This design comes from an exercise in tuning for small area, a short achievable clock period and few clock cycles on the open sky130 flow, not from production work.
No run shown here included a check of the RTL's function; only the layout flow was run.
Power is estimated from default activity; no workload was simulated.

==> flow/design.v <==
module boo_encoder (
  input  wire       clk,
  input  wire       rst,         
  input  wire       in_valid,
  output wire       in_ready,
  input  wire [7:0] in_data,
  input  wire       in_eof,
  input  wire       in_err,
  output wire       out_valid,
  input  wire       out_ready,
  output wire [7:0] out_data,
  input  wire       out_err,
  output wire [2:0] seq,
  output wire [1:0] err
);
  localparam [2:0] PH_HDR  = 3'b000,    
                   PH_HLF  = 3'b001,    
                   PH_DAT  = 3'b010,    
                   PH_TRL  = 3'b011,    
                   PH_DONE = 3'b110,
                   PH_ABR  = 3'b100,    
                   PH_ABW  = 3'b101;    
  localparam [7:0] CH_CR = 8'h0D, CH_LF = 8'h0A;
  reg  [2:0] ph;
  reg        p_lf, p_c3, p_z;   
  reg        ov;
  reg  [7:0] od;
  reg        g1, g2;            
  reg  [6:0] acc;               
  reg  [5:0] col;               
  reg        w4, w2;            
  reg  [1:0] fill;              
  reg        hd_v, hd_e, hd_z;
  reg  [7:0] hd_b;
  reg        ir_v, ir_e, ir_z;
  reg  [7:0] ir_b;
  assign out_valid = ov;
  assign out_data  = od;
  assign seq = {ph[2] & ~ph[1], ph[2] & ph[1], ph[1]};
  assign err = {ph[2] & ~ph[1] & ph[0], ph[2] & ~ph[1] & ~ph[0]};
  assign in_ready = ~ir_v;
  wire slot     = ~ov | out_ready;
  wire out_fire = ov & out_ready;
  wire in_fire  = in_valid & in_ready;
  wire rd_fail  = in_fire & in_err;
  wire wr_fail  = out_fire & out_err;
  wire       src_v = hd_v;
  wire [7:0] sb    = hd_b;
  wire       kE    = hd_e;
  wire       kZ    = hd_z;                       
  wire       kN    = ~kE & ~kZ;
  wire hdr = (ph == PH_HDR);
  wire g0  = ~g1 & ~g2;
  reg  pnd;                                      
  wire n0  = (acc == 7'd0);
  wire n1  = (acc == 7'd1);
  wire n78 = (acc == 7'd78);
  wire nb  = ~n0 & ~n1;                          
  wire f0  = (fill == 2'd0);
  wire b0  = ~hdr & g0;
  wire sil = kZ & b0 & (p_c3 | n0 | (nb & ~n78));
  wire s_lit  = ~hdr & ~g0;                                 
  wire s_run  = kZ & b0 & n1 & ~w2;                         
  wire s_cut  = kZ & b0 & n78;                              
  wire s_c0   = kN & b0 & n0 & ~w4;                         
  wire s_zl   = ~kZ & b0 & n1 & ~w4;                        
  wire s_tn   = ~kZ & b0 & nb;                              
  wire s_pad  = kE & b0 & n0 & ~f0 & ~w2;                   
  wire s_trl  = kE & b0 & n0 & f0;                          
  wire s_wrap = b0 & ((kZ & n1 & w2) | (kN & (n0 | n1) & w4) |
                      (kE & ((n1 & w4) | (n0 & ~f0 & w2))));
  wire s_hb   = hdr & ~kE;
  wire s_he   = hdr & kE;
  wire do_pend = pnd & slot;
  wire do_sil  = src_v & sil & (~p_c3 | slot);
  wire do_step = src_v & ~sil & ~pnd & slot;
  wire fin_step = (s_lit & ~kE) | s_run | s_cut | s_c0 | s_trl | s_hb | s_he;
  wire done     = do_sil | (do_step & fin_step);
  wire take     = ~hd_v | done;            
  wire [7:0] in_b = in_eof ? 8'h00 : in_data;
  wire       in_z = ~in_eof & (in_data == 8'h00);
  function [3:0] TU(input [2:0] u);       
    TU = {1'b0, u + 3'd3};
  endfunction
  wire       c_cr = ~pnd & (s_he | s_wrap | s_trl);
  wire       c_c1 = ~pnd & s_lit & g1;
  wire       c_c2 = ~pnd & s_lit & g2;
  wire       c_c0 = ~pnd & s_c0;
  wire       c_tn = ~pnd & s_tn;
  wire       c_tl = ~pnd & (s_run | s_cut | s_pad);
  wire [3:0] vl = ({4{p_lf}} & 4'hA) |
                  ({4{c_cr}} & 4'hD) |
                  ({4{p_c3}} & acc[3:0]) |
                  ({4{c_c1}} & sb[7:4]) |
                  ({4{c_c2}} & {acc[1:0], sb[7:6]}) |
                  ({4{c_c0}} & sb[5:2]) |
                  ({4{c_tn}} & acc[3:0]) |
                  ({4{c_tl}} & 4'hE);
  wire [3:0] vu = ({4{p_c3}} & TU({1'b0, acc[5:4]})) |
                  ({4{c_c1}} & TU({1'b0, acc[1:0]})) |
                  ({4{c_c2}} & TU({1'b0, acc[3:2]})) |
                  ({4{c_c0}} & TU({1'b0, sb[7:6]})) |
                  ({4{c_tn}} & TU(acc[6:4])) |
                  ({4{c_tl}} & 4'h7) |
                  ({4{p_z | (~pnd & s_zl)}} & 4'h3);       
  wire [7:0] ch = (~pnd & s_hb) ? sb : {vu, vl};
  wire op_load = do_step & (s_lit | s_c0);
  wire op_inc  = (do_sil & ~p_c3) | (do_step & s_run);
  wire op_set1 = (do_sil & p_c3) | (do_step & s_cut);
  wire op_set0 = (do_pend & p_c3) | (do_step & (s_zl | s_tn));
  wire col_clr  = do_step & s_wrap;
  wire col_inc1 = do_step & (s_run | s_pad);
  wire col_inc2 = do_step & (s_c0 | s_zl);
  reg  [2:0] ph_n;
  always @* begin
    ph_n = ph;
    if (do_step & s_trl) ph_n = PH_TRL;
    if (do_step & s_he)  ph_n = PH_HLF;
    if (out_fire && !pnd) begin
      if (ph == PH_HLF && ph_n == PH_HLF) ph_n = PH_DAT;
      if (ph == PH_TRL) ph_n = PH_DONE;
    end
  end
  always @(posedge clk) begin
    if (rst) begin
      ph <= PH_HDR;
      ov <= 1'b0;
    end else if (wr_fail) begin
      ph <= PH_ABW;
      ov <= 1'b0;
    end else if (rd_fail) begin
      ph <= PH_ABR;
      ov <= 1'b0;
    end else if (ph[2]) begin
      ov <= 1'b0;                       
    end else begin
      ph <= ph_n;
      if (ph_n == PH_DONE) ov <= 1'b0;
      else if (slot) ov <= do_pend | do_step;
    end
  end
  always @(posedge clk) begin
    if (rst) begin
      p_lf   <= 1'b0;
      p_c3   <= 1'b0;
      p_z    <= 1'b0;
      pnd    <= 1'b0;
      g1     <= 1'b0;
      g2     <= 1'b0;
      acc    <= 7'd0;
      col    <= 6'd0;
      w4     <= 1'b0;
      w2     <= 1'b0;
      fill   <= 2'd0;
      hd_v   <= 1'b0;
      ir_v   <= 1'b0;
    end else begin
      if (do_pend) begin
        p_lf <= 1'b0;
        p_c3 <= 1'b0;
        p_z  <= 1'b0;
        pnd  <= 1'b0;
      end
      if (do_step & ((s_lit & g2) | s_wrap | s_trl | s_he | s_pad))
        pnd <= 1'b1;
      if (do_step) begin
        if (s_lit & g2) p_c3 <= 1'b1;
        if (s_wrap | s_trl | s_he) p_lf <= 1'b1;
        if (s_pad) p_z <= 1'b1;
        if (s_lit) begin
          g1 <= g0;                     
          g2 <= g1;
        end
        if (s_c0 | s_zl) g1 <= 1'b1;
        if (s_lit & kE) fill <= g1 ? 2'd2 : (f0 ? 2'd1 : fill);
        if (s_pad) fill <= fill - 2'd1;
      end
      if (op_load)      acc <= {1'b0, sb[5:0]};
      else if (op_inc)  acc <= acc + 7'd1;
      else if (op_set1) acc <= 7'd1;
      else if (op_set0) acc <= 7'd0;
      if (col_clr) begin
        col <= 6'd0;
        w4  <= 1'b0;
        w2  <= 1'b0;
      end else if (col_inc1) begin
        col <= col + 6'd1;
        w4  <= (col >= 6'd34);
        w2  <= w4;
      end else if (col_inc2) begin
        col <= col + 6'd2;
        w4  <= (col >= 6'd33);
        w2  <= (col >= 6'd34);
      end
      if (take) hd_v <= ir_v | (in_fire & ~in_err);
      ir_v <= (ir_v & ~take) | (in_fire & ~in_err & ~(take & ~ir_v));
    end
  end
  always @(posedge clk) begin
    if (slot) od <= ch;
    if (take) begin
      hd_b <= ir_v ? ir_b : in_b;
      hd_e <= ir_v ? ir_e : in_eof;
      hd_z <= ir_v ? ir_z : in_z;
    end
    if (in_ready) begin
      ir_b <= in_b;
      ir_e <= in_eof;
      ir_z <= in_z;
    end
  end
endmodule
==> flow/flow/run.sh <==
#!/bin/bash
# The standard layout, with plain buffers (not delay cells) on the ports and
# a clock tree of larger sink clusters without dummy balancing loads.
set -euo pipefail
bash standard.sh 'BUFFER_PORTS_ARGS=-buffer_cell sky130_fd_sc_hd__buf_2' \
  'CTS_ARGS=-sink_clustering_enable -repair_clock_nets -dont_use_dummy_load -sink_clustering_size 30 -sink_clustering_max_diameter 200' \
  finish > standard_flow.log 2>&1
==> flow/standard.sh <==
#!/bin/bash
# synth_recipe.tcl (not shown) runs the flow's synth.tcl, then flattens the netlist and writes it again
# the make line also repeats each setting of config.mk as NAME=value (left out here)
make -C /OpenROAD-flow-scripts/flow DESIGN_CONFIG=/design/flow/config.mk WORK_HOME=/design/flow/orfs CLKGATE_MAP_FILE= SYNTH_SCRIPT=/design/flow/synth_recipe.tcl "${@:-finish}"
==> flow/config.mk <==
export PLATFORM = sky130hd
export DESIGN_NAME = boo_encoder
export DESIGN_NICKNAME = boo_encoder
export VERILOG_FILES = /design/flow/design.v
export SDC_FILE = /design/flow/constraint.sdc
export NUM_CORES = 4
export LEC_CHECK = 0
export CAP_MARGIN = 20
export CORE_MARGIN = 2
export CORE_UTILIZATION = 60
export SETUP_SLACK_MARGIN = 2.8
export SLEW_MARGIN = 20
==> flow/constraint.sdc <==
create_clock -name core_clock -period 5.0 [get_ports {clk}]
set_input_delay 1.0000 -clock core_clock [delete_from_list [all_inputs] [get_ports {clk}]]
set_output_delay 1.0000 -clock core_clock [all_outputs]
set_load 0.01 [all_outputs]
==> metrics.md, run 1 <==
| Metric | Value |
|---|---|
| Top cells by count, synth | `dfxtp_1 (39), nor2_1 (30), nand2_1 (24)` |
| Largest family of logic cells by synthesized area | `compound AO/OA/AOI/OAI gates` |
| Routed wire length | `between 10,000 and 15,000 um` |
| Synth Area in Simple Gates | `a little under a quarter` |
| Max_cap viols | `0` |
| DIE HEIGHT | `roughly 80 um` |
| Most common cell in the netlist | `dfxtp_1` |
| CP Data Arrival Time | `2490 ps` |
| Share of cells above drive strength 1 | `35.6%` |
| Adder-cell area share of the yosys netlist | `under 10%` |
| Minimum clock period | `2290 ps` |
| Initial antenna violation count | `0` |
| Sequential share of power | `50.4%` |
| Via/cell ratio | `6.86` |
| Inst Count DP | `458` |
| Setup CP Type | `in -> reg` |
| Synth Area in Compound Gates | `24.9%` |
| Most Crowded Layer GR | `met2` |
| IO Pins | `30` |
| Synthesized area per cell | `9.23 um^2` |
| CP max FO | `6` |
| Final estimated routing congestion in global placement | `0.949` |
| Htree depth | `3` |
| Xor-xnor portion of the synthesized cell area | `0.766%` |
| Crit path launch type | `input port` |
| Ys Warns | `1` |
| Post-layout util | `79.1%` |
| Die X | `79.6 um` |
| Vias in the first global route | `3,093` |
| Syn Inst Count | `372` |
| Routed len/inst | `20.3 um` |
| Port bufs | `29` |
| P_int | `approximately 760 uW` |
| Sequential fraction of the synthesis area | `38.5%` |
| Met3 usage | `5.32%` |
| Max Freq | `0.437 GHz` |
| Final hold vios | `0` |
| Row count | `27` |
| Post-synth net total | `404` |
| Main synth FF type | `dfxtp_1` |
| Fin crit share | `45.8%` |
| RSZ-0062 raised after global routing | `true` |
| Final worst slack | `2710 ps` |
| Initial drt markers | `542` |
| Worst-path clk slew | `around 70 ps` |
| Peak supply drop | `about 230 uV` |
| # DRC | `0` |
| Leakage | `1.66 nW` |
| Clock power frac | `30.1%` |
| First-pass GRT wire length | `15,000 um` |
| EDFF count, synth | `18` |
| Setup TNS | `0 ps` |
| Yosys cell types | `76` |
| WP data required | `5200 ps` |
| Post-synth top area share | `22.7%` |
| DP HPWL | `6120 um` |
| Mux cell area share after synthesis | `0.911%` |
| GR Layer Usage met1 | `42.6%` |
| Post-route ant nets | `0` |
| Clock root buffer | `clkbuf_8` |
| Switch Pwr | `313 uW` |
| Cell taking the most area after synthesis | `dfxtp_1` |
| CTS tree | `yes` |
| # hold bufs at CTS | `0` |
| Rel. slew slack | `a little under three fifths` |
| ANT cells | `0` |
| Tot GR Track Use | `a little under a third` |
| Clock Skews | `30.0 ps` |
| First-pass DRT Iterations | `6` |
| Starting Density | `62.3%` |
| Top area cells in the synthesized netlist | `dfxtp_1 (23%), edfxtp_1 (16%), ha_1 (6.2%)` |
| Clock Path Buffers | `2` |
| Post-Syn Area | `approximately 3400 um^2` |
| Worst-Margin Slew | `about 660 ps` |
| Async SR Flop Fraction | `0%` |
| Slew Limit Fails | `0` |
| Clock Latency Late Sink | `350 ps` |
| Switching share of power | `between 20% and 30%` |
| GRT met2 Usage | `45.9%` |
| Largest net degree at the start of global routing | `24` |
| Via count | `3,486` |
| Critical Path End Type | `flip-flop` |
| Final Setup Violations | `0` |
| PD cells | `247 nW/um^2` |
| Synth Register Bits | `57` |
| Die area | `6340 um^2` |
| Design Power | `~1.1 mW` |
| Logic gate share of total power | `19.5%` |
| Layout area overhead | `26.9%` |
| Sinks on Clock Net | `57` |
| Layout Cells excl Fill | `508` |
| Layout net count | `470` |
| Status | `timing/DRC/antenna clean` |
| Cts bufs inserted | `9` |
| Gr ovfl total | `0` |
| Setup WS pre-CTS | `between 2000 and 2500 ps` |
| Core area | `5510 um^2` |
| Worst hold path type | `reg -> reg` |
power by group through the flow:
stage          Clock [mW]  Combinational, mW  Sequential (mW)
2_1_floorplan           0              0.112            0.545
3_3_place_gp            0              0.153            0.549
3_5_place_dp            0              0.154            0.549
4_1_cts             0.322              0.171            0.540
5_1_grt             0.346              0.225            0.544
6_report            0.324              0.209            0.541
layout make-up:
| cell class | instances | area [um^2] |
|---|---|---|
| Multi-Input combinational cell | 277 | 2220 |
| Sequential cell | 57 | 1350 |
| Fill cell | 340 | 1150 |
| Timing Repair Buffer | 70 | 479 |
| Clock buffer | 9 | 124 |
| Inverter | 23 | 101 |
| Tap cell | 72 | 90.1 |
critical path, cell delays in order:
cell and delay [ps]:
buf_6 110, nor2b_4 220, clkinv_4 130, and2_4 180
nand4_1 150, buf_6 160, a21oi_1 70, a211oi_1 330
a211oi_1 140
flip-flops by register name, summed over array words and instances, names as in the netlist, 2 cells and up:
signal,flops
hd_b,8
ir_b,8
od,8
acc,7
col,6
ph,3
fill,2
metal layers:
metal  vias up  part of all wire, %
li1       1543                    -
met4         0                  4.0
met5         -                    0
met3        64                   11
met2       286                   45
met1      1593                   40
cell families (layout without fill, tap and decap cells):
logic type | Yosys count | count (layout)
AOI/OAI and AO/OA | 120 | 120
and+or+nand+nor | 133 | 134
xor gates and xnor gates | 3 | 3
buffers and inverters | 39 | 102
adders and majority gates | 17 | 17
DFF | 57 | 57
muxes | 3 | 3
worst paths after layout:
kind	start	end	slack, ps	depth (start not counted)
max	out_ready	acc[2]	2710	9
min	fill[0]	fill[0]	460	2
max reg2reg	acc[1]	col[5]	2770	9
min reg2reg	fill[0]	fill[0]	460	2
per-stage QoR:
step / hold WS, ps / area, um^2
2_1_floorplan: 427 / 3470
3_3_place_gp: 448 / 3610
3_5_place_dp: 454 / 3610
4_1_cts: 469 / 3970
5_1_grt: 505 / 4360
6_report: 465 / 4360
placed cells by master, fill, tap and decap left out, types with 11 or more instances in the layout:
cell type   n
buf_4      38
ha_1       12
edfxtp_1   18
inv_1      16
o21ai_0    12
buf_2      28
nor2_1     28
a211oi_1   11
nand2_1    20
dfxtp_1    30
a21oi_1    23
what timing repair did:
item,in CTS,in global routing
pin swaps,8,22
endpoints found under the setup margin,41,36
buffers inserted,18,22
cloned,0,1
gates resized for setup,33,50
==> run 2, diff against run 1 <==
--- a/flow/config.mk
+++ b/flow/config.mk
@@ -8,5 +8,5 @@
 export CAP_MARGIN = 20
 export CORE_MARGIN = 2
 export CORE_UTILIZATION = 60
-export SETUP_SLACK_MARGIN = 2.8
+export SETUP_SLACK_MARGIN = 2.7
 export SLEW_MARGIN = 20
==> run 2 against run 1 <==
  * Still clean on timing, DRC and antenna
  * Global-route usage is 2.4 points lower
  * Flip-flop and latch count stayed put
  * Clock skew is 5.8 ps lower
  * Largest cell class unchanged
  * Highest routed layer unchanged
==> metrics.md, run 2 <==
| Metric | Value |
|---|---|
| WP data required | `5250 ps` |
| Top area cells in the synthesized netlist | `dfxtp_1 (23%), edfxtp_1 (16%), ha_1 (6.2%)` |
| First-pass GRT wire length | `13,900 um` |
| Post-synth top area share | `22.7%` |
| RSZ-0062 raised after global routing | `true` |
| Via count | `3,308` |
| Die area | `6340 um^2` |
| CP Data Arrival Time | `2540 ps` |
| Reg2Reg Depth | `8` |
| Setup crit end | `ph[0]` |
| Post-layout util | `75.1%` |
| Minimum clock period | `2290 ps` |
| Initial drt markers | `a little under 500` |
| Multi-input combinational cell area | `2080 um^2` |
| Reg-to-reg slack, setup | `2710 ps` |
| Clock root buffer | `clkbuf_8` |
| DP HPWL | `6010 um` |
| Initial antenna violation count | `0` |
| EDFF count, synth | `18` |
| Final Setup Violations | `0` |
| Synth Area in Simple Gates | `roughly 23%` |
| Commonest non-fill, non-tap cell in the layout | `dfxtp_1` |
| Main synth FF type | `dfxtp_1` |
| Worst-path clk slew | `60 ps` |
| ANT cells | `0` |
| Switching share of power | `27.8%` |
| Syn Inst Count | `372` |
| Setup CP Type | `reg -> reg` |
| Core area | `~5500 um^2` |
| Gr ovfl total | `0` |
| Adder-cell area share of the yosys netlist | `between 6 and 7%` |
| First-pass DRT Iterations | `7` |
| Crit path launch type | `flip-flop` |
| Via/cell ratio | `6.63` |
| Fin crit share | `45.9%` |
| Critical Path Stages | `8` |
| Routed len/inst | `18.6 um` |
| Worst path cell trace | `inv_2 > ha_4 > and4bb_2 > o21bai_4 > a211o_1 > o21a_1 > or4_1 > a31oi_1` |
| Post-synth net total | `404` |
| Most common cell in the netlist | `dfxtp_1` |
| Register area | `1340 um^2` |
| Mux cell area share after synthesis | `less than 1%` |
| CP max FO | `7` |
| Final hold vios | `0` |
| # DRC | `0` |
| Clock Skews | `24.2 ps` |
| Die X | `79.6 um` |
| Clock Latency Late Sink | `330 ps` |
| Fill cell count | `393` |
| Layout area overhead | `20.5%` |
| Setup TNS | `0 ps` |
| PD cells | `between 200 and 300 nW/um^2` |
| CP top delay family | `compound AO/OA/AOI/OAI gates` |
| Yosys cell types | `between 70 and 80` |
| Routed wire length | `9260 um` |
| Final estimated routing congestion in global placement | `~1.0` |
| Row count | `27` |
| Design Power | `1.04 mW` |
| Tot GR Track Use | `28.2%` |
| Max stage delay cell, worst path | `or4_1` |
| Async SR Flop Fraction | `0%` |
| Xor-xnor portion of the synthesized cell area | `0.766%` |
| Most Crowded Layer GR | `met2` |
| Share of cells above drive strength 1 | `29.5%` |
| Regs by FF count | `hd_b x8, ir_b x8, od x8` |
| Sequential share of power | `approximately 52%` |
| Sinks on Clock Net | `between 50 and 60` |
| Cell taking the most area after synthesis | `dfxtp_1` |
| DIE HEIGHT | `79.6 um` |
| Max_cap viols | `0` |
| Ys Warns | `1` |
| Vias in the first global route | `between 2,000 and 3,000` |
| P_int | `751 uW` |
| Starting Density | `62.3%` |
| Worst hold path type | `reg -> reg` |
| Synth Register Bits | `between 50 and 60` |
| GR Layer Usage met1 | `between 30% and 40%` |
| Met3 usage | `5.32%` |
| Top cells by count, synth | `dfxtp_1 (39), nor2_1 (30), nand2_1 (24)` |
| Synthesized area per cell | `9.23 um^2` |
| Commonest non-fill, non-tap cells in the layout | `dfxtp_1 (33), buf_4 (30), nor2_1 (28), buf_2 (28), a21oi_1 (23)` |
| Synth Area in Compound Gates | `24.9%` |
| Logic gate share of total power | `a little under a fifth` |
| Layout net count | `461` |
| Post-route ant nets | `0` |
| Port bufs | `29` |
| Post-Syn Area | `~3400 um^2` |
| Layout Cells excl Fill | `~500` |
| WP buf/inv | `1` |
| Status | `timing/DRC/antenna clean` |
| Clock power frac | `30.0%` |
| Largest net degree at the start of global routing | `24` |
| Clock Path Buffers | `2` |
| Switch Pwr | `289 uW` |
| Worst-Margin Slew | `528 ps` |
| Reg-to-reg endpoint | `ph[0]` |
| CP peak stage delay | `400 ps` |
| Leakage | `1.57 nW` |
| Inst Count DP | `between 400 and 500` |
| Cts bufs inserted | `9` |
| GRT met2 Usage | `a little over two fifths` |
| CTS tree | `yes` |
| # hold bufs at CTS | `0` |
| CP startpoint | `acc[0]` |
| Largest family of logic cells by synthesized area | `compound AO/OA/AOI/OAI gates` |
| Peak supply drop | `173 uV` |
| IO Pins | `30` |
| Max Freq | `0.436 GHz` |
| Rel. slew slack | `approximately 64%` |
| FF-to-FF Start | `acc[0]` |
| Slew Limit Fails | `0` |
| Sequential fraction of the synthesis area | `38.5%` |
| Critical Path End Type | `flip-flop` |
| Htree depth | `3` |
-- run 2: cell counts after synthesis --
No cell type changed its count.
-- run 2: area by class of cell --
class	instances	share of cell area, %
clock buffer	9	2.99
inverter	23	2.45
multi-input combinational	277	50.2
sequential	57	32.4
tap	72	2.18
timing repair buffer	61	9.80
-- run 2: timing repair --
action | CTS | global route
setup endpoints to repair | 37 | 28
gates cloned | 0 | 1
hold endpoints to repair | 0 | 0
buffers inserted | 7 | 24
pin swaps | 3 | 16
resized for setup | 19 | 32
-- run 2: cells by family after synthesis --
group / count (synthesis)
simple gates: 133
compound gates: 120
buf+inv: 39
mux: 3
flops: 57
fa+ha+maj: 17
xor+xnor: 3
-- run 2: how the worst min path moves through the flow --
stage	start	endpoint	slack (ps)	cells past startpoint
2_1_floorplan	ir_b[3]	ir_b[3]	430	2
5_1_grt	ir_e	ir_e	490	1
6_report	ir_b[3]	ir_b[3]	470	2
3_3_place_gp	ir_b[3]	ir_b[3]	450	2
4_1_cts	ir_b[3]	ir_b[3]	470	2
3_5_place_dp	ir_b[3]	ir_b[3]	450	2
-- run 2: metrics by stage --
stage	area (um^2)	worst slack [ps]	hold slack, ps
2_1_floorplan	3460	2640	427
3_3_place_gp	3600	2310	453
3_5_place_dp	3600	2260	451
4_1_cts	3840	2690	471
5_1_grt	4140	2640	486
6_report	4140	2710	468
-- run 2: power by group through the flow --
| stage | clock [mW] | sequential (mW) | combinational (mW) |
|---|---|---|---|
| 2_1_floorplan | 0 | 0.545 | 0.111 |
| 3_3_place_gp | 0 | 0.549 | 0.152 |
| 3_5_place_dp | 0 | 0.549 | 0.153 |
| 4_1_cts | 0.316 | 0.540 | 0.160 |
| 5_1_grt | 0.333 | 0.543 | 0.204 |
| 6_report | 0.312 | 0.540 | 0.188 |
-- run 2: worst min-delay path: cells and delay by family (launching register included) --
kind,cells,cell delay [ps]
compound gates,1,80
simple gates,1,40
flops,1,310
-- run 2: routing by layer --
metal  routed length (um)  share of wire, %
met2                 4120                44
met4                  361               3.9
met5                    0                 0
met1                 3910                42
met3                  866               9.4
==> run 3, diff against run 2 <==
--- a/flow/design.v
+++ b/flow/design.v
@@ -28,7 +28,6 @@
   reg        g1, g2;            
   reg  [6:0] acc;               
   reg  [5:0] col;               
-  reg        w4, w2;            
   reg  [1:0] fill;              
   reg        hd_v, hd_e, hd_z;
   reg  [7:0] hd_b;
@@ -52,6 +51,8 @@
   wire hdr = (ph == PH_HDR);
   wire g0  = ~g1 & ~g2;
   reg  pnd;                                      
+  wire w4  = (col >= 6'd35);           
+  wire w2  = (col == 6'd36);           
   wire n0  = (acc == 7'd0);
   wire n1  = (acc == 7'd1);
   wire n78 = (acc == 7'd78);
@@ -149,8 +150,6 @@
       g2     <= 1'b0;
       acc    <= 7'd0;
       col    <= 6'd0;
-      w4     <= 1'b0;
-      w2     <= 1'b0;
       fill   <= 2'd0;
       hd_v   <= 1'b0;
       ir_v   <= 1'b0;
@@ -179,19 +178,9 @@
       else if (op_inc)  acc <= acc + 7'd1;
       else if (op_set1) acc <= 7'd1;
       else if (op_set0) acc <= 7'd0;
-      if (col_clr) begin
-        col <= 6'd0;
-        w4  <= 1'b0;
-        w2  <= 1'b0;
-      end else if (col_inc1) begin
-        col <= col + 6'd1;
-        w4  <= (col >= 6'd34);
-        w2  <= w4;
-      end else if (col_inc2) begin
-        col <= col + 6'd2;
-        w4  <= (col >= 6'd33);
-        w2  <= (col >= 6'd34);
-      end
+      if (col_clr)       col <= 6'd0;
+      else if (col_inc1) col <= col + 6'd1;
+      else if (col_inc2) col <= col + 6'd2;
       if (take) hd_v <= ir_v | (in_fire & ~in_err);
       ir_v <= (ir_v & ~take) | (in_fire & ~in_err & ~(take & ~ir_v));
     end
==> run 3 against run 2 <==
  * Utilization is 1.3 points higher
  * Worst setup slack improved by 1.5 ps
  * Worst hold slack better by 12 ps
  * Maximum frequency about the same
  * Still clean
  * Sequential share of layout area shrank 0.76 points
  * Power down 0.79%
  * Clock-buffer cell count decreased by 4
  * Sequential power is 2% lower
  * Largest cell class unchanged
==> metrics.md, run 3 <==
| Metric | Value |
|---|---|
| Main synth FF type | `dfxtp_1` |
| Cts bufs inserted | `5` |
| Clock Latency Late Sink | `320 ps` |
| Routed wire length | `9340 um` |
| Tot GR Track Use | `29.3%` |
| Gr ovfl total | `0` |
| Most Crowded Layer GR | `met2` |
| RSZ-0062 raised after global routing | `true` |
| Reg2Reg Depth | `9` |
| Switching share of power | `30.4%` |
| Post-route ant nets | `0` |
| DIE HEIGHT | `78.7 um` |
| Async SR Flop Fraction | `0%` |
| Final estimated routing congestion in global placement | `0.973` |
| Core area | `between 5000 and 6000 um^2` |
| Minimum clock period | `2290 ps` |
| WP data required | `5200 ps` |
| Yosys cell types | `76` |
| First-pass GRT wire length | `about 14,000 um` |
| Routed len/inst | `about 19 um` |
| Htree depth | `2` |
| Share of cells above drive strength 1 | `around 34%` |
| Critical Path End Type | `flip-flop` |
| GR Layer Usage met1 | `41.3%` |
| Fin area | `between 4000 and 5000 um^2` |
| Fin Hold WS | `480 ps` |
| CP max FO | `9` |
| Crit path launch type | `flip-flop` |
| GRT met2 Usage | `44.4%` |
| Worst-path clk slew | `~110 ps` |
| First-pass DRT Iterations | `5` |
| Reg-to-reg endpoint | `acc[4]` |
| Layout net count | `451` |
| Inst Count DP | `roughly 450` |
| Rel. slew slack | `66.7%` |
| Via count | `3,275` |
| Row count | `27` |
| Syn Inst Count | `362` |
| IO Pins | `30` |
| Peak supply drop | `162 uV` |
| Post-Syn Area | `3350 um^2` |
| Leakage | `1.61 nW` |
| Layout Cells excl Fill | `491` |
| Setup CP Type | `reg -> reg` |
| Setup TNS | `0 ps` |
| CP startpoint | `acc[0]` |
| Max_cap viols | `0` |
| Reg-to-reg slack, setup | `2710 ps` |
| Final worst slack | `2710 ps` |
| Commonest non-fill, non-tap cells in the layout | `buf_4 (36), buf_2 (29), nor2_1 (26)` |
| DP Area | `3570 um^2` |
| Slew Limit Fails | `0` |
| Worst-Margin Slew | `495 ps` |
| Final hold vios | `0` |
| DP HPWL | `6010 um` |
| Initial antenna violation count | `0` |
| Worst hold path type | `reg -> reg` |
| Clock power frac | `21.9%` |
| Post-layout util | `76.4%` |
| Max Freq | `~0.44 GHz` |
| Starting Density | `61.5%` |
| Design Power | `slightly above 1 mW` |
| Initial drt markers | `373` |
| # DRC | `0` |
| Top area cells in the synthesized netlist | `dfxtp_1 (22%), edfxtp_1 (16%), ha_1 (5.6%)` |
| CP Data Arrival Time | `~2500 ps` |
| Sinks on Clock Net | `55` |
| Cell taking the most area after synthesis | `dfxtp_1` |
| # hold bufs at CTS | `0` |
| Commonest non-fill, non-tap cell in the layout | `buf_4` |
| Status | `timing/DRC/antenna clean` |
| Ys Warns | `1` |
| Top cells by count, synth | `dfxtp_1 (37), nor2_1 (27), inv_1 (24)` |
| Clock Path Buffers | `2` |
| FF-to-FF Start | `acc[0]` |
| Die area | `6190 um^2` |
| Synth Register Bits | `55` |
| Regs by FF count | `hd_b x8, ir_b x8, od x8` |
| Switch Pwr | `roughly 310 uW` |
| Synthesized area per cell | `9.25 um^2` |
| Post-synth top area share | `22.1%` |
| Fin crit share | `45.9%` |
| Port bufs | `29` |
| Via/cell ratio | `6.67` |
| EDFF count, synth | `18` |
| Post-synth net total | `392` |
| Fill cell count | `378` |
| Vias in the first global route | `2,870` |
| Clock root buffer | `clkbuf_8` |
| Sequential fraction of the synthesis area | `38.3%` |
| Sequential share of power | `51.3%` |
| CTS tree | `yes` |
| Setup WS pre-CTS | `between 2000 and 2500 ps` |
| Layout area overhead | `24.2%` |
| Logic gate share of total power | `26.8%` |
| Clock Skews | `~25 ps` |
| Largest net degree at the start of global routing | `21` |
| P_int | `just over 700 uW` |
| PD cells | `248 nW/um^2` |
| Final Setup Violations | `0` |
| ANT cells | `0` |
| Met3 usage | `6.09%` |
| Die X | `78.7 um` |
| Most common cell in the netlist | `dfxtp_1` |
| Setup crit end | `acc[4]` |
run 3: cell types whose count changed in the layout (fill, tap and decap cells not counted), sizes merged, moves of 5 or more:
cell	change
a211oi	-8
a221o	+6
a31oi	-6
buf	+7
clkbuf	-5
nand2	-7
nand3	+6
nor3	+8
o22a	+5
run 3: power groups by stage:
stage / Combinational (mW) / Clock (mW) / Sequential, mW
after floorplan: 0.147 / 0 / 0.536
after global placement: 0.207 / 0 / 0.539
after detailed placement: 0.209 / 0 / 0.540
after CTS: 0.234 / 0.230 / 0.532
after global routing: 0.294 / 0.249 / 0.532
final: 0.276 / 0.226 / 0.530
run 3: final cells by class:
type / instances / area (um^2) / share of cell area [%]
multi-input cells: 267 / 2130 / 51.1
repair buffers: 67 / 447 / 10.7
inverters: 25 / 111 / 2.68
clock buffers: 5 / 68.8 / 1.66
well taps: 72 / 90.1 / 2.17
flip-flops and latches: 55 / 1310 / 31.6
run 3: worst max-delay path, stage by stage (launching register included):
cell and delay [ps]:
dfxtp_4 410, inv_4 60, ha_1 210, and3_1 220, o21ai_4 280, a21oi_4 150
buf_4 200, a211oi_4 350, a21oi_2 70, o311ai_2 230
run 3: kinds of logic after synthesis:
group                      Yosys count  share of synthesized area (%)
AOI/OAI and AO/OA                  113                           25.8
xor gates and xnor gates             3                          0.785
adders and majority gates           15                           5.61
buffers and inverters               40                           4.86
DFF                                 55                           38.3
muxes                                6                           1.87
and+or+nand+nor                    130                           22.8
run 3: worst min path at each step:
stage | from | to | slack (ps) | cells after the start
2_1_floorplan | ir_b[5] | ir_b[5] | 430 | 2
4_1_cts | ir_b[0] | ir_b[0] | 490 | 2
5_1_grt | ir_e | ir_e | 510 | 1
3_3_place_gp | ir_b[5] | ir_b[5] | 440 | 2
6_report | ir_b[0] | ir_b[0] | 480 | 2
3_5_place_dp | ir_b[0] | ir_b[0] | 460 | 2
run 3: per-layer routing:
layer  routed length (um)  part of all wire, %  up-vias
li1                     -                    -     1506
met1                 3910                   42     1518
met2                 4280                   46      206
met3                  843                  9.0       45
met4                  310                  3.3        0
met5                    0                    0        -
run 3: repair_timing:
action,4_1_cts,5_1_grt
setup endpoints to repair,39,34
pin swaps,9,15
buffers inserted,11,26
resized for setup,38,32
==> run 4, diff against run 3 <==
--- a/flow/config.mk
+++ b/flow/config.mk
@@ -8,5 +8,5 @@
 export CAP_MARGIN = 20
 export CORE_MARGIN = 2
 export CORE_UTILIZATION = 60
-export SETUP_SLACK_MARGIN = 2.7
+export SETUP_SLACK_MARGIN = 2.8
 export SLEW_MARGIN = 20
==> run 4 against run 3 <==
  * Sequential power about the same
  * Combinational power increased by about 20%
  * First-iteration DRC count up 14%
  * Clock power about the same
  * Cell count grew 3.5%
  * Maximum frequency down 1.1%
  * Non-clock buffer count is 17 higher
  * Largest power group unchanged
==> metrics.md, run 4 <==
| Metric | Value |
|---|---|
| Sinks on Clock Net | `55` |
| Post-route ant nets | `0` |
| Reg2Reg Depth | `9` |
| Min-delay src | `ir_e` |
| Routed len/inst | `20.6 um` |
| Starting Density | `61.5%` |
| Clock Path Buffers | `2` |
| Post-synth net total | `392` |
| Final estimated routing congestion in global placement | `about 0.91` |
| Reg-to-reg endpoint | `od[3]` |
| PD cells | `243 nW/um^2` |
| Sequential share of power | `~49%` |
| Cell taking the most area after synthesis | `dfxtp_1` |
| Max_cap viols | `0` |
| Sequential fraction of the synthesis area | `between 30% and 40%` |
| IO Pins | `30` |
| Htree depth | `2` |
| Peak supply drop | `~190 uV` |
| Gr ovfl total | `0` |
| Slew Limit Fails | `0` |
| Fin crit share | `46.4%` |
| Worst-Margin Slew | `467 ps` |
| DP HPWL | `approximately 5900 um` |
| Initial drt markers | `about 430` |
| Layout area overhead | `33.9%` |
| Switching share of power | `31.1%` |
| Final Setup Violations | `0` |
| Worst hold path type | `reg -> reg` |
| Row count | `27` |
| Clock Skews | `32.8 ps` |
| Synth Register Bits | `55` |
| Main synth FF type | `dfxtp_1` |
| Largest net degree at the start of global routing | `21` |
| Via/cell ratio | `approximately 6.9` |
| Top area cells in the synthesized netlist | `dfxtp_1 (22%), edfxtp_1 (16%), ha_1 (5.6%)` |
| First-pass DRT Iterations | `6` |
| Async SR Flop Fraction | `0%` |
| Commonest non-fill, non-tap cell in the layout | `buf_4` |
| Max Freq | `0.431 GHz` |
| Share of cells above drive strength 1 | `41.5%` |
| WP data required | `5060 ps` |
| FF-to-FF Start | `acc[1]` |
| RSZ-0062 raised after global routing | `true` |
| First-pass GRT wire length | `15,100 um` |
| EDFF count, synth | `18` |
| Rel. slew slack | `between 60 and 70%` |
| Switch Pwr | `around 340 uW` |
| Tot GR Track Use | `slightly above 30%` |
| Initial antenna violation count | `0` |
| P_int | `749 uW` |
| Commonest non-fill, non-tap cells in the layout | `buf_4 (43), buf_2 (29), nor2_1 (25)` |
| Fill cell count | `approximately 320` |
| Status | `timing/DRC/antenna clean` |
| Layout net count | `468` |
| Minimum clock period | `approximately 2300 ps` |
| Post-Syn Area | `~3300 um^2` |
| Clock Latency Late Sink | `320 ps` |
| Critical Path End Type | `flip-flop` |
| Crit path launch type | `flip-flop` |
| Setup CP Type | `reg -> reg` |
| ANT cells | `0` |
| Vias in the first global route | `~3,100` |
| Worst-path clk slew | `120 ps` |
| Most common cell in the netlist | `dfxtp_1` |
| DIE HEIGHT | `~79 um` |
| Yosys cell types | `between 70 and 80` |
| Synthesized area per cell | `slightly above 9 um^2` |
| Reg-to-reg slack, setup | `2680 ps` |
| Port bufs | `29` |
| Regs by FF count | `hd_b x8, ir_b x8, od x8` |
| Cts bufs inserted | `5` |
| CP max FO | `4` |
| Clock power frac | `21.0%` |
| Logic gate share of total power | `roughly 31%` |
| Die X | `78.7 um` |
| Via count | `3,485` |
| Clock root buffer | `clkbuf_8` |
| Syn Inst Count | `around 360` |
| Routed wire length | `around 10,000 um` |
| Post-layout util | `82.4%` |
| Top cells by count, synth | `dfxtp_1 (37), nor2_1 (27), inv_1 (24)` |
| Core area | `5440 um^2` |
| # DRC | `0` |
| Die area | `~6200 um^2` |
| Post-synth top area share | `22.1%` |
| Setup TNS | `0 ps` |
| Ys Warns | `1` |
| Leakage | `1.75 nW` |
| Final hold vios | `0` |
| CP startpoint | `acc[1]` |
| Setup crit end | `od[3]` |
| CTS tree | `yes` |
| CP Data Arrival Time | `roughly 2400 ps` |
-- run 4: changes by cell type in the layout (fill, tap and decap cells not counted), sizes merged --
cell | before | now
clkinv | 2 | 1
inv | 23 | 24
clkbuf | 5 | 6
buf | 67 | 83
-- run 4: worst max-delay path, stage by stage (launching register included) --
cell and delay, ps:
dfxtp_4 380, inv_4 50, ha_4 170, and4b_2 280, buf_6 140, a32oi_4 240, nor3b_2 100, nor3_2 330
nor2_2 100, o32a_1 300
-- run 4: timing repair --
item	in CTS	in global routing
buffers inserted	32	21
pin swaps	22	31
cloned	0	1
hold buffers	0	0
resized for setup	55	33
setup endpoints to repair	40	32
-- run 4: worst min path at each step --
| stage | to | slack (ps) | cells past startpoint |
|---|---|---|---|
| after floorplan | ir_b[5] | 430 | 2 |
| after global placement | ir_b[5] | 440 | 2 |
| after detailed placement | ir_b[7] | 470 | 1 |
| after CTS | ir_e | 490 | 1 |
| after global routing | p_lf | 520 | 2 |
| final | ir_e | 490 | 1 |
-- run 4: layout make-up --
class,count,area [um^2],area share [%]
inverters,25,114,2.54
clock buffers,5,68.8,1.54
multi-input cells,267,2240,50.1
well taps,72,90.1,2.01
repair buffers,84,652,14.5
flip-flops and latches,55,1310,29.3
-- run 4: routing by layer --
layer  share of wire (%)  track usage (%)  wire (um)
met2                  47             48.5       4890
met1                  39             41.8       4100
met3                 9.0             5.29        945
met5                   0                0          0
met4                 5.0             13.5        524
-- run 4: cells by family (layout without fill, tap and decap cells) --
family,Yosys count,in the layout,share of synthesized area [%]
AO/OA/AOI/OAI,113,113,25.8
XOR/XNOR,3,3,0.785
adder cells (fa/ha/maj),15,15,5.61
buffers and inverters,40,114,4.86
flip-flops,55,55,38.3
multiplexers,6,6,1.87
AND/OR/NAND/NOR,130,130,22.8
-- run 4: metrics by stage --
| step | cells | hold slack (ps) | setup WS, ps | cell area, um^2 | power (mW) |
|---|---|---|---|---|---|
| floorplan | 362 | 427 | 2710 | 3450 | 0.690 |
| global placement | 449 | 445 | 2390 | 3620 | 0.750 |
| detailed placement | 449 | 466 | 2320 | 3620 | 0.752 |
| CTS | 486 | 494 | 2770 | 4160 | 1.03 |
| global route | 508 | 520 | 2660 | 4480 | 1.12 |
| finish | 508 | 489 | 2680 | 4480 | 1.09 |
-- run 4: power by group through the flow --
stage	Combinational, mW	Sequential, mW	Clock (mW)
finish	0.331	0.528	0.229
global route	0.347	0.531	0.243
floorplan	0.153	0.537	0
detailed placement	0.211	0.541	0
global placement	0.210	0.540	0
CTS	0.275	0.526	0.231
==> run 5, diff against run 4 <==
--- a/flow/config.mk
+++ b/flow/config.mk
@@ -8,5 +8,5 @@
 export CAP_MARGIN = 20
 export CORE_MARGIN = 2
 export CORE_UTILIZATION = 60
-export SETUP_SLACK_MARGIN = 2.8
+export SETUP_SLACK_MARGIN = 2.6
 export SLEW_MARGIN = 20
==> run 5 against run 4 <==
  * Combinational power is 25% lower
  * First-iteration DRC count is 20% lower
  * Critical endpoint unchanged
  * Synthesized cell count stayed put
  * Design area is 13% lower
  * Utilization is 11 points lower
  * Wire length is 18% lower
  * Largest power group unchanged
  * Register-to-register slack worse by 120 ps
  * Power is 7.5% lower
  * Clock-buffer cell count stayed put
  * Sequential share of layout area is 3.9 points higher
  * Die area stayed put
==> metrics.md, run 5 <==
| Metric | Value |
|---|---|
| Status | `timing/DRC/antenna clean` |
| Inst Count DP | `449` |
| Clock Latency Late Sink | `320 ps` |
| Share of cells above drive strength 1 | `26.1%` |
| Critical Path End Type | `flip-flop` |
| Most common cell in the netlist | `dfxtp_1` |
| CP Data Arrival Time | `2500 ps` |
| Rel. slew slack | `53.4%` |
| Routed wire length | `about 8600 um` |
| Clock Path Buffers | `2` |
| PD cells | `about 260 nW/um^2` |
| Layout area overhead | `16.0%` |
| Setup CP Type | `reg -> reg` |
| EDFF count, synth | `18` |
| ANT cells | `0` |
| Starting Density | `approximately three fifths` |
| IO Pins | `30` |
| Via/cell ratio | `6.60` |
| Post-route ant nets | `0` |
| Commonest non-fill, non-tap cell in the layout | `dfxtp_1` |
| Fin crit share | `48.7%` |
| Async SR Flop Fraction | `0%` |
| Gr ovfl total | `0` |
| Slew Limit Fails | `0` |
| Sequential fraction of the synthesis area | `between 30% and 40%` |
| Tot GR Track Use | `28.0%` |
| Max Freq | `0.410 GHz` |
| Minimum clock period | `2440 ps` |
| Routed len/inst | `around 18 um` |
| Cell taking the most area after synthesis | `dfxtp_1` |
| Worst hold path type | `reg -> reg` |
| Final hold vios | `0` |
| Syn Inst Count | `362` |
| Core area | `5440 um^2` |
| Post-synth net total | `392` |
| Synth Register Bits | `55` |
| Post-layout util | `71.4%` |
| First-pass GRT wire length | `13,800 um` |
| Top cells by count, synth | `dfxtp_1 (37), nor2_1 (27), inv_1 (24)` |
| Initial drt markers | `340` |
| Die area | `a little over 6000 um^2` |
| Fin Hold WS | `483 ps` |
| Post-synth top area share | `22.1%` |
| Via count | `3,080` |
| Setup TNS | `0 ps` |
| Worst-Margin Slew | `between 600 and 700 ps` |
| CP max FO | `4` |
| Max_cap viols | `0` |
| Largest net degree at the start of global routing | `21` |
| Yosys cell types | `76` |
| Cts bufs inserted | `5` |
| Top area cells in the synthesized netlist | `dfxtp_1 (22%), edfxtp_1 (16%), ha_1 (5.6%)` |
| Peak supply drop | `around 170 uV` |
| Final Setup Violations | `0` |
| Worst-path clk slew | `110 ps` |
| Clock root buffer | `clkbuf_8` |
| Crit path launch type | `flip-flop` |
| Regs by FF count | `hd_b x8, ir_b x8, od x8` |
| # DRC | `0` |
| Initial antenna violation count | `0` |
| Post-Syn Area | `between 3000 and 4000 um^2` |
| Die X | `78.7 um` |
| DP HPWL | `5840 um` |
| Commonest non-fill, non-tap cells in the layout | `dfxtp_1 (31), buf_2 (29), nor2_1 (26)` |
| Synthesized area per cell | `a little over 9 um^2` |
| DIE HEIGHT | `78.7 um` |
| Sinks on Clock Net | `55` |
| Port bufs | `29` |
| Vias in the first global route | `between 2,000 and 3,000` |
| Main synth FF type | `dfxtp_1` |
| Leakage | `roughly 1.5 nW` |
| # hold bufs at CTS | `0` |
| Clock Skews | `28.4 ps` |
| Final estimated routing congestion in global placement | `0.933` |
| Layout net count | `between 400 and 500` |
| WP data required | `approximately 5000 ps` |
| RSZ-0062 raised after global routing | `true` |
| Htree depth | `2` |
| Row count | `27` |
| First-pass DRT Iterations | `5` |
| CTS tree | `yes` |
| Layout Cells excl Fill | `467` |
| Ys Warns | `1` |
run 5: cell type report:
class | instances | area [um^2]
clock buffer | 5 | 68.8
inverter | 25 | 96.3
sequential | 55 | 1290
fill | 447 | 1560
tap | 72 | 90.1
multi-input combinational | 267 | 2080
timing repair buffer | 43 | 263
run 5: logic make-up (layout without fill, tap and decap cells):
logic type	after synthesis	count (layout)	synth area share, %
AOI/OAI and AO/OA	113	113	25.8
xor gates and xnor gates	3	3	0.785
adders and majority gates	15	15	5.61
buffers and inverters	40	73	4.86
DFF	55	55	38.3
muxes	6	6	1.87
and+or+nand+nor	130	130	22.8
run 5: through the flow:
step / area, um^2 / total power [mW] / setup slack, ps
after CTS: 3770 / 0.986 / 2580
after global routing: 3880 / 1.05 / 2460
final: 3880 / 1.01 / 2560
after global placement: 3550 / 0.744 / 2230
after floorplan: 3380 / 0.682 / 2630
after detailed placement: 3550 / 0.745 / 2210
run 5: final timing paths:
path                            startpoint       to  slack (ps)  cells after the start
worst min-delay path               ir_b[5]  ir_b[5]         480                      2
worst min register to register     ir_b[5]  ir_b[5]         480                      2
worst max register to register      col[0]    od[3]        2560                      8
worst max-delay path                col[0]    od[3]        2560                      8
run 5: report_power, final:
group	switching [mW]	leakage, nW	internal [mW]
combinational	0.137	0.928	0.111
clock	0.135	0.0359	0.0909
sequential	0.0314	0.504	0.501
run 5: what timing repair did:
action,in CTS,in global routing
resized for setup,21,17
cloned,0,0
endpoints found under the setup margin,34,33
pin swaps,5,8
buffers inserted,6,7
run 5: worst max-delay path: stages, from the launching register on:
cell and delay [ps]:
dfxtp_1 340, inv_1 100, ha_1 150, nand3_1 180
nor3_4 300, or3_1 320, a31oi_4 140, or2_2 320
o32a_1 340
run 5: per-layer routing:
metal | global-route usage [%] | wire, um
met1 | 40.1 | 3880
met2 | 42.7 | 3810
met3 | 5.17 | 713
met4 | 8.95 | 184
met5 | 0 | 0
==> run 6, diff against run 5 <==
--- a/flow/design.v
+++ b/flow/design.v
@@ -50,7 +50,7 @@
   wire       kN    = ~kE & ~kZ;
   wire hdr = (ph == PH_HDR);
   wire g0  = ~g1 & ~g2;
-  reg  pnd;                                      
+  wire pnd = p_lf | p_c3 | p_z;
   wire w4  = (col >= 6'd35);           
   wire w2  = (col == 6'd36);           
   wire n0  = (acc == 7'd0);
@@ -145,7 +145,6 @@
       p_lf   <= 1'b0;
       p_c3   <= 1'b0;
       p_z    <= 1'b0;
-      pnd    <= 1'b0;
       g1     <= 1'b0;
       g2     <= 1'b0;
       acc    <= 7'd0;
@@ -158,10 +157,7 @@
         p_lf <= 1'b0;
         p_c3 <= 1'b0;
         p_z  <= 1'b0;
-        pnd  <= 1'b0;
       end
-      if (do_step & ((s_lit & g2) | s_wrap | s_trl | s_he | s_pad))
-        pnd <= 1'b1;
       if (do_step) begin
         if (s_lit & g2) p_c3 <= 1'b1;
         if (s_wrap | s_trl | s_he) p_lf <= 1'b1;
==> run 6 against run 5 <==
  * Flip-flop and latch count shrank 1
  * Clock skew grew 4.5 ps
  * Via count fell by 1.9%
  * Largest cell class unchanged
==> metrics.md, run 6 <==
| Metric | Value |
|---|---|
| Row count | `26` |
| # hold bufs at CTS | `0` |
| Gr ovfl total | `0` |
| PD cells | `216 nW/um^2` |
| Leakage | `around 1.5 nW` |
| Clock Skews | `between 30 and 40 ps` |
| First-pass DRT Iterations | `5` |
| Main synth FF type | `dfxtp_1` |
| Cts bufs inserted | `5` |
| Worst-Margin Slew | `approximately 620 ps` |
| Worst-path clk slew | `80 ps` |
| IO Pins | `30` |
| # DRC | `0` |
| Peak supply drop | `223 uV` |
| DP HPWL | `about 5800 um` |
| Commonest non-fill, non-tap cell in the layout | `nor2_1` |
| Die X | `~77 um` |
| Max Freq | `0.414 GHz` |
| Most common cell in the netlist | `dfxtp_1` |
| Share of cells above drive strength 1 | `~27%` |
| Final hold vios | `0` |
| Routed wire length | `8390 um` |
| Setup CP Type | `reg -> reg` |
| Yosys cell types | `65` |
| Reg2Reg Depth | `6` |
| Ys Warns | `1` |
| Synthesized area per cell | `8.90 um^2` |
| Crit path launch type | `flip-flop` |
| Sinks on Clock Net | `54` |
| Setup TNS | `0 ps` |
| RSZ-0062 raised after global routing | `true` |
| EDFF count, synth | `18` |
| Post-Syn Area | `3170 um^2` |
| Async SR Flop Fraction | `0%` |
| Cell depth of the worst hold path | `2` |
| Setup WS pre-CTS | `2200 ps` |
| Via count | `3,023` |
| DIE HEIGHT | `between 70 and 80 um` |
| Post-synth top area share | `22.7%` |
| CP max FO | `9` |
| Via/cell ratio | `6.54` |
| Syn Inst Count | `356` |
| Final estimated routing congestion in global placement | `0.980` |
| CP Data Arrival Time | `2600 ps` |
| Htree depth | `2` |
| Synth Register Bits | `54` |
| Status | `timing/DRC/antenna clean` |
| CTS tree | `yes` |
| Commonest non-fill, non-tap cells in the layout | `nor2_1 (34), dfxtp_1 (29), buf_2 (29)` |
| Regs by FF count | `hd_b x8, ir_b x8, od x8` |
| Starting Density | `62.0%` |
| Clock Latency Late Sink | `320 ps` |
| Fin crit share | `48.3%` |
| Tot GR Track Use | `29.3%` |
| Top cells by count, synth | `dfxtp_1 (36), nor2_1 (35), a21oi_1 (23), inv_1 (23), nand2_1 (22)` |
| Layout area overhead | `19.4%` |
| Die area | `5880 um^2` |
| Port bufs | `29` |
| Top area cells in the synthesized netlist | `dfxtp_1 (23%), edfxtp_1 (17%), ha_1 (5.9%)` |
| Max_cap viols | `0` |
| Vias in the first global route | `2,824` |
| Post-synth net total | `386` |
| Layout net count | `424` |
| Rel. slew slack | `between 50% and 60%` |
| ANT cells | `0` |
| Routed len/inst | `18.2 um` |
| Final worst slack | `between 2000 and 3000 ps` |
| Minimum clock period | `2420 ps` |
| Worst hold path type | `reg -> reg` |
| Cell taking the most area after synthesis | `dfxtp_1` |
| First-pass GRT wire length | `around 14,000 um` |
| Initial drt markers | `450` |
| Largest net degree at the start of global routing | `24` |
| Clock root buffer | `clkbuf_8` |
| Initial antenna violation count | `0` |
| WP data required | `between 5000 and 6000 ps` |
| Critical Path End Type | `flip-flop` |
| Final Setup Violations | `0` |
| Fin Hold WS | `480 ps` |
| Core area | `5110 um^2` |
| Post-route ant nets | `0` |
| Clock Path Buffers | `2` |
| Slew Limit Fails | `0` |
| Sequential fraction of the synthesis area | `39.8%` |
==> run 6: what timing repair did <==
item                                    4_1_cts  5_1_grt
endpoints found under the hold margin         0        0
gates resized for setup                      31       27
cloned                                        1        1
buffers inserted                              4       10
pin swaps                                     9        9
endpoints found under the setup margin       32       26
==> run 6: layout make-up <==
type	count	area, um^2
Clock buffer	5	68.8
Fill cell	394	1330
Inverter	23	93.8
Multi-Input combinational cell	267	2000
Sequential cell	54	1280
Tap cell	70	87.6
Timing Repair Buffer	43	250
==> run 6: logic make-up after synthesis <==
kind of cell	after synthesis	share of synthesized area, %
compound gates	108	24.8
xor+xnor	5	1.38
fa+ha+maj	15	5.92
buf+inv	37	4.66
flops	54	39.8
mux	5	1.70
simple gates	132	21.8
==> run 6: routing by layer <==
metal  wire length [um]  global-route usage, %
met4                166                   11.8
met3                721                   5.76
met2               3860                   46.4
met5                  0                      0
met1               3640                   39.4
==> run 6: worst paths after layout <==
check / endpoint / slack (ps) / start
worst max-delay path: col[3] / 2580 / g1
worst min-delay path: fill[1] / 480 / fill[1]
worst max register to register: col[3] / 2580 / g1
worst min register to register: fill[1] / 480 / fill[1]
==> run 6: through the flow <==
stage / cells / total power [mW] / cell area, um^2 / utilization [%]
floorplan: 356 / 0.557 / 3220 / -
global placement: 441 / 0.592 / 3380 / 66.2
detailed placement: 441 / 0.593 / 3380 / 66.2
CTS: 451 / 0.815 / 3590 / 70.3
global route: 462 / 0.849 / 3780 / 74.1
finish: 462 / 0.817 / 3780 / 74.1
==> run 6: worst max-delay path: stages, from the launching register on <==
cell and delay [ps]:
dfxtp_1 420, nor2_2 340, nand2_1 310, a211oi_2 440
nand2_1 220, o21ai_1 210, mux2_2 340
==> run 6: power by group <==
part           internal (mW)  total, mW  leakage, nW  switching (mW)
sequential             0.473      0.488        0.502          0.0156
clock                 0.0907      0.221       0.0359           0.130
combinational         0.0434      0.107        0.925          0.0640
==> run 7, diff against run 6 <==
--- a/flow/config.mk
+++ b/flow/config.mk
@@ -8,5 +8,5 @@
 export CAP_MARGIN = 20
 export CORE_MARGIN = 2
 export CORE_UTILIZATION = 60
-export SETUP_SLACK_MARGIN = 2.6
+export SETUP_SLACK_MARGIN = 2.8
 export SLEW_MARGIN = 20
==> run 7 against run 6 <==
  * Still clean on timing, DRC and antenna
  * Clock-buffer cell count is the same
  * Power up 5.2%
  * Non-clock buffer count increased by 50
  * Sequential power about the same
  * Clock power rose by 5%
  * Clock skew down 17 ps
  * First-iteration DRC count rose by 51%
  * Design area increased by 16%
  * Critical path depth rose by 3
  * Worst hold slack lost 8.1 ps
  * Critical path type unchanged
  * Largest power group unchanged
==> metrics.md, run 7 <==
| Metric | Value |
|---|---|
| Row count | `26` |
| Setup crit end | `col[2]` |
| Largest net degree at the start of global routing | `24` |
| Yosys cell types | `65` |
| Async SR Flop Fraction | `0%` |
| Tot GR Track Use | `between 30 and 40%` |
| Peak supply drop | `155 uV` |
| EDFF count, synth | `18` |
| Via count | `between 3,000 and 4,000` |
| Synth Register Bits | `54` |
| Reg2Reg Depth | `9` |
| Synthesized area per cell | `between 8 and 9 um^2` |
| Most common cell in the netlist | `dfxtp_1` |
| Layout Cells excl Fill | `between 500 and 600` |
| FF-to-FF Start | `acc[5]` |
| RSZ-0062 raised after global routing | `true` |
| Min-delay src | `ir_b[0]` |
| Top cells by count, synth | `dfxtp_1 (36), nor2_1 (35), a21oi_1 (23), inv_1 (23), nand2_1 (22)` |
| Reg-to-reg slack, setup | `around 2600 ps` |
| # DRC | `0` |
| Routed met2 length | `between 5000 and 6000 um` |
| Die X | `76.7 um` |
| Clock Path Buffers | `2` |
| Cell taking the most area after synthesis | `dfxtp_1` |
| WP data required | `5220 ps` |
| Worst-path clk slew | `100 ps` |
| Final hold vios | `0` |
| Layout area overhead | `38.9%` |
| Clock root buffer | `clkbuf_8` |
| Met3 wire len | `1520 um` |
| First-pass DRT Iterations | `7` |
| Cts bufs inserted | `5` |
| Setup TNS | `0 ps` |
| Top Metal Used | `met4` |
| Port bufs | `29` |
| Routed wire length | `12,000 um` |
| CTS tree | `yes` |
| Sequential fraction of the synthesis area | `39.8%` |
| CP peak stage delay | `400 ps` |
| Met1 Routed Length | `roughly 4200 um` |
| Main synth FF type | `dfxtp_1` |
| Die area | `5880 um^2` |
| Post-route ant nets | `0` |
| Initial antenna violation count | `1` |
| Max stage delay cell, worst path | `a211o_4` |
| CP max FO | `6` |
| Rel. slew slack | `53.1%` |
| Post-synth net total | `386` |
| Max Freq | `0.417 GHz` |
| Critical Path Stages | `9` |
| Setup WS pre-CTS | `2170 ps` |
| CP startpoint | `acc[5]` |
| Routed len/inst | `23.5 um` |
| Post-Syn Area | `3170 um^2` |
| Reg-to-reg endpoint | `col[2]` |
| DP HPWL | `5940 um` |
| Share of cells above drive strength 1 | `a little over two fifths` |
| Core area | `5110 um^2` |
| Ys Warns | `1` |
| Clock Latency Late Sink | `320 ps` |
| Max_cap viols | `0` |
| DIE HEIGHT | `76.7 um` |
| Initial drt markers | `678` |
| Inst Count DP | `441` |
| Leakage | `1.77 nW` |
| Crit path launch type | `flip-flop` |
| Htree depth | `2` |
| CP top delay family | `compound AO/OA/AOI/OAI gates` |
| Gr ovfl total | `0` |
| Layout net count | `~470` |
| Fin crit share | `47.9%` |
| Final Setup Violations | `0` |
| PD cells | `195 nW/um^2` |
| Critical Path End Type | `flip-flop` |
| Top area cells in the synthesized netlist | `dfxtp_1 (23%), edfxtp_1 (17%), ha_1 (5.9%)` |
| Commonest non-fill, non-tap cell in the layout | `buf_4` |
| Final estimated routing congestion in global placement | `0.960` |
| Worst path cell trace | `inv_4 > ha_4 > and4b_2 > a21oi_4 > a211o_4 > buf_6 > o21ai_0 > nand3_1 > a31oi_1` |
| IO Pins | `30` |
| WP buf/inv | `2` |
| Commonest non-fill, non-tap cells in the layout | `buf_4 (58), nor2_1 (32), buf_2 (28)` |
| Minimum clock period | `2400 ps` |
| Syn Inst Count | `356` |
| Vias in the first global route | `2,920` |
| Starting Density | `~62%` |
| Worst-Margin Slew | `roughly 700 ps` |
| Regs by FF count | `hd_b x8, ir_b x8, od x8` |
| Via/cell ratio | `7.37` |
| Worst hold path type | `reg -> reg` |
| First-pass GRT wire length | `14,400 um` |
| Slew Limit Fails | `0` |
| Sinks on Clock Net | `54` |
| Clock Skews | `15.8 ps` |
| Setup CP Type | `reg -> reg` |
| Post-synth top area share | `22.7%` |
| Status | `timing/DRC/antenna clean` |
| CP Data Arrival Time | `2620 ps` |
| Final worst slack | `approximately 2600 ps` |
## run 7: report_power, final
| part | total [mW] | internal, mW | switching, mW |
|---|---|---|---|
| clock network | 0.232 | 0.0910 | 0.141 |
| logic | 0.139 | 0.0572 | 0.0819 |
| registers | 0.488 | 0.472 | 0.0166 |
## run 7: timing repair
item / in CTS / in global routing
gates cloned: 1 / 0
resized for setup: 59 / 56
pin swaps: 18 / 38
buffers inserted: 20 / 44
hold buffers: 0 / 0
setup endpoints to repair: 41 / 40
## run 7: layout make-up
cell class,instances,area [um^2]
Antenna cell,1,2.50
Clock buffer,5,68.8
Fill cell,236,706
Inverter,23,114
Multi-Input combinational cell,266,2160
Sequential cell,54,1300
Tap cell,70,87.6
Timing Repair Buffer,93,672
## run 7: worst min-delay path by stage
stage	slack, ps	depth (start not counted)	end
2_1_floorplan	430	2	ir_b[0]
3_3_place_gp	450	2	ir_b[0]
3_5_place_dp	460	2	ir_b[0]
4_1_cts	480	2	fill[1]
5_1_grt	510	1	ir_e
6_report	470	2	ir_b[0]
## run 7: per-layer routing
layer,global-route usage [%],vias up
met2,48.3,417
met1,40.3,1674
met4,16.9,0
li1,-,1534
met5,0,-
met3,6.12,146
## run 7: metrics by stage
stage,power [mW],hold WS [ps],utilization (%),instance area [um^2]
3_5_place_dp,0.593,463,66.4,3390
5_1_grt,0.885,509,86.2,4400
4_1_cts,0.824,482,75.4,3850
3_3_place_gp,0.592,446,66.4,3390
6_report,0.859,472,86.2,4400
2_1_floorplan,0.557,427,-,3230
## run 7: cell families after synthesis
logic type                 Yosys count  synth area share [%]
AOI/OAI and AO/OA                  108                  24.8
xor gates and xnor gates             5                  1.38
adders and majority gates           15                  5.92
buffers and inverters               37                  4.66
DFF                                 54                  39.8
muxes                                5                  1.70
and+or+nand+nor                    132                  21.8
## run 7: tightest hold or removal path, delay by kind of cell (launching register included)
kind	cells	cell delay [ps]
flops	1	310
compound gates	1	80
simple gates	1	40
==> run 8, diff against run 7 <==
--- a/flow/config.mk
+++ b/flow/config.mk
@@ -8,5 +8,5 @@
 export CAP_MARGIN = 20
 export CORE_MARGIN = 2
 export CORE_UTILIZATION = 60
-export SETUP_SLACK_MARGIN = 2.8
+export SETUP_SLACK_MARGIN = 2.7
 export SLEW_MARGIN = 20
==> run 8 against run 7 <==
  * Wire length fell by 21%
  * Global-route usage decreased by 0.27 points
  * Clock skew increased by 12 ps
  * Design area fell by 7.6%
  * Utilization fell by 6.5 points
  * Power is 3.4% lower
  * Register-to-register slack better by 50 ps
  * Cell count shrank 6.3%
  * Combinational power down 14%
  * Critical path depth shrank 3
  * Largest cell class unchanged
  * Sequential power barely moved
  * Worst hold slack better by 14 ps
==> metrics.md, run 8 <==
| Metric | Value |
|---|---|
| Clock power frac | `26.8%` |
| Reg2Reg Depth | `6` |
| Cts bufs inserted | `5` |
| Async SR Flop Fraction | `0%` |
| Switch Pwr | `218 uW` |
| Fin crit share | `46.9%` |
| Post-synth net total | `slightly below 400` |
| FF-to-FF Start | `acc[6]` |
| CP startpoint | `acc[6]` |
| EDFF count, synth | `18` |
| Synth Register Bits | `54` |
| Routed met2 length | `4410 um` |
| Commonest non-fill, non-tap cell in the layout | `nor2_1` |
| WP data required | `5040 ps` |
| Ys Warns | `1` |
| Core area | `5110 um^2` |
| Initial antenna violation count | `0` |
| Vias in the first global route | `2,957` |
| Worst hold path type | `reg -> reg` |
| IO Pins | `30` |
| Die area | `between 5000 and 6000 um^2` |
| Via count | `between 3,000 and 4,000` |
| Largest net degree at the start of global routing | `24` |
| DIE HEIGHT | `76.7 um` |
| Max Freq | `around 0.43 GHz` |
| Fill cell count | `325` |
| Die X | `between 70 and 80 um` |
| Routed len/inst | `approximately 20 um` |
| Post-Syn Area | `3170 um^2` |
| Rel. slew slack | `between 50% and 60%` |
| Main synth FF type | `dfxtp_1` |
| Minimum clock period | `between 2000 and 2500 ps` |
| Status | `timing/DRC/antenna clean` |
| First-pass GRT wire length | `14,500 um` |
| Layout area overhead | `28.4%` |
| Starting Density | `62.0%` |
| Leakage | `1.59 nW` |
| Clock Path Buffers | `2` |
| CP max FO | `8` |
| Slew Limit Fails | `0` |
| Setup CP Type | `reg -> reg` |
| Crit path launch type | `flip-flop` |
| Hold endpoint | `fill[1]` |
| Yosys cell types | `65` |
| Final hold vios | `0` |
| P_int | `612 uW` |
| Logic gate share of total power | `14.5%` |
| Regs by FF count | `hd_b x8, ir_b x8, od x8` |
| Clock Skews | `27.5 ps` |
| Peak supply drop | `184 uV` |
| Syn Inst Count | `356` |
| Tot GR Track Use | `30.6%` |
| Max_cap viols | `0` |
| Register area | `approximately 1300 um^2` |
| Switching share of power | `26.3%` |
| Via/cell ratio | `6.76` |
| # DRC | `0` |
| Row count | `26` |
| Setup TNS | `0 ps` |
| Clock Latency Late Sink | `310 ps` |
| ANT cells | `0` |
| Commonest non-fill, non-tap cells in the layout | `nor2_1 (34), buf_4 (33), buf_2 (29)` |
| Met1 Routed Length | `roughly 3800 um` |
| Routed wire length | `9530 um` |
| Gr ovfl total | `0` |
| Sequential share of power | `between 50% and 60%` |
| # hold bufs at CTS | `0` |
| Critical Path End Type | `flip-flop` |
| RSZ-0062 raised after global routing | `true` |
| Most common cell in the netlist | `dfxtp_1` |
| Post-layout util | `79.7%` |
| Top area cells in the synthesized netlist | `dfxtp_1 (23%), edfxtp_1 (17%), ha_1 (5.9%)` |
| Final Setup Violations | `0` |
| DP HPWL | `5790 um` |
| Top Metal Used | `met4` |
| Met3 wire len | `927 um` |
| Initial drt markers | `about 470` |
| Layout net count | `approximately 440` |
| Sinks on Clock Net | `54` |
| Worst-path clk slew | `100 ps` |
| Top cells by count, synth | `dfxtp_1 (36), nor2_1 (35), a21oi_1 (23), inv_1 (23), nand2_1 (22)` |
| Worst-Margin Slew | `approximately 630 ps` |
| First-pass DRT Iterations | `10` |
| CTS tree | `yes` |
| Sequential fraction of the synthesis area | `39.8%` |
| Min-delay src | `fill[1]` |
| Reg-to-reg slack, setup | `roughly 2700 ps` |
| Share of cells above drive strength 1 | `a little over a third` |
| Htree depth | `2` |
| PD cells | `a little over 200 nW/um^2` |
| Port bufs | `29` |
| Final estimated routing congestion in global placement | `between 1 and 1.5` |
| Clock root buffer | `clkbuf_8` |
| Post-synth top area share | `22.7%` |
| Multi-input combinational cell area | `2130 um^2` |
| Cell depth of the worst hold path | `2` |
| Cell taking the most area after synthesis | `dfxtp_1` |
| Synthesized area per cell | `8.90 um^2` |
| CP Data Arrival Time | `between 2000 and 2500 ps` |
| Post-route ant nets | `0` |
| Reg-to-reg endpoint | `od[5]` |
[run 8: cell counts after synthesis]
Identical to the previous run, type by type.
[run 8: timing repair]
action | 4_1_cts | 5_1_grt
pin swaps | 14 | 23
setup buffers | 17 | 16
setup endpoints to repair | 35 | 33
gates resized for setup | 52 | 40
cloned | 1 | 0
[run 8: power groups by stage]
| stage | registers [mW] | logic (mW) | clock network (mW) |
|---|---|---|---|
| 6_report | 0.488 | 0.120 | 0.223 |
| 5_1_grt | 0.489 | 0.128 | 0.238 |
| 4_1_cts | 0.486 | 0.104 | 0.226 |
| 3_5_place_dp | 0.499 | 0.0940 | 0 |
| 3_3_place_gp | 0.499 | 0.0928 | 0 |
| 2_1_floorplan | 0.499 | 0.0582 | 0 |
[run 8: how the worst max path moves through the flow]
stage	to	slack (ps)	cells after the start
after CTS	acc[2]	2670	7
after detailed placement	col[3]	2190	8
after floorplan	acc[2]	2510	8
after global routing	col[4]	2580	8
after global placement	acc[3]	2230	7
final	od[5]	2660	6
[run 8: kinds of logic after synthesis]
group                    after synthesis  synth area share (%)
AND/OR/NAND/NOR                      132                  21.8
AO/OA/AOI/OAI                        108                  24.8
flip-flops                            54                  39.8
buffers and inverters                 37                  4.66
adder cells (fa/ha/maj)               15                  5.92
XOR/XNOR                               5                  1.38
multiplexers                           5                  1.70
[run 8: per-layer routing]
| metal | vias to the layer above | GRT usage, % |
|---|---|---|
| met5 | - | 0 |
| met4 | 0 | 12.2 |
| met3 | 54 | 5.76 |
| met2 | 223 | 50.2 |
| met1 | 1502 | 40.0 |
| li1 | 1466 | - |
[run 8: cell type report]
cell class | count | area share, %
sequential | 54 | 31.8
multi-input combinational | 266 | 52.3
inverter | 23 | 2.43
tap | 70 | 2.15
timing repair buffer | 62 | 9.66
clock buffer | 5 | 1.69
[run 8: critical path: stages, from the launching register on]
cell and delay [ps]:
dfxtp_1 580, and4b_2 330, o31a_1 130, or2_4 240, a222oi_1 450, o41ai_2 140
o22a_1 210
[run 8: through the flow]
stage	std cells	power (mW)	setup WS, ps	hold slack (ps)	cell area, um^2
2_1_floorplan	356	0.557	2510	427	3220
3_3_place_gp	441	0.592	2230	444	3380
3_5_place_dp	441	0.593	2190	460	3380
4_1_cts	464	0.817	2670	488	3760
5_1_grt	480	0.856	2580	510	4070
6_report	480	0.830	2660	486	4070

Setup slack of run 8, layout unchanged: 2.655 ns with ideal ports, 2.655 ns with driving cells assumed (clock clkbuf_16, inputs buf_2), 2.339 ns with port delays also shifted by the 0.329 ns mid clock arrival.
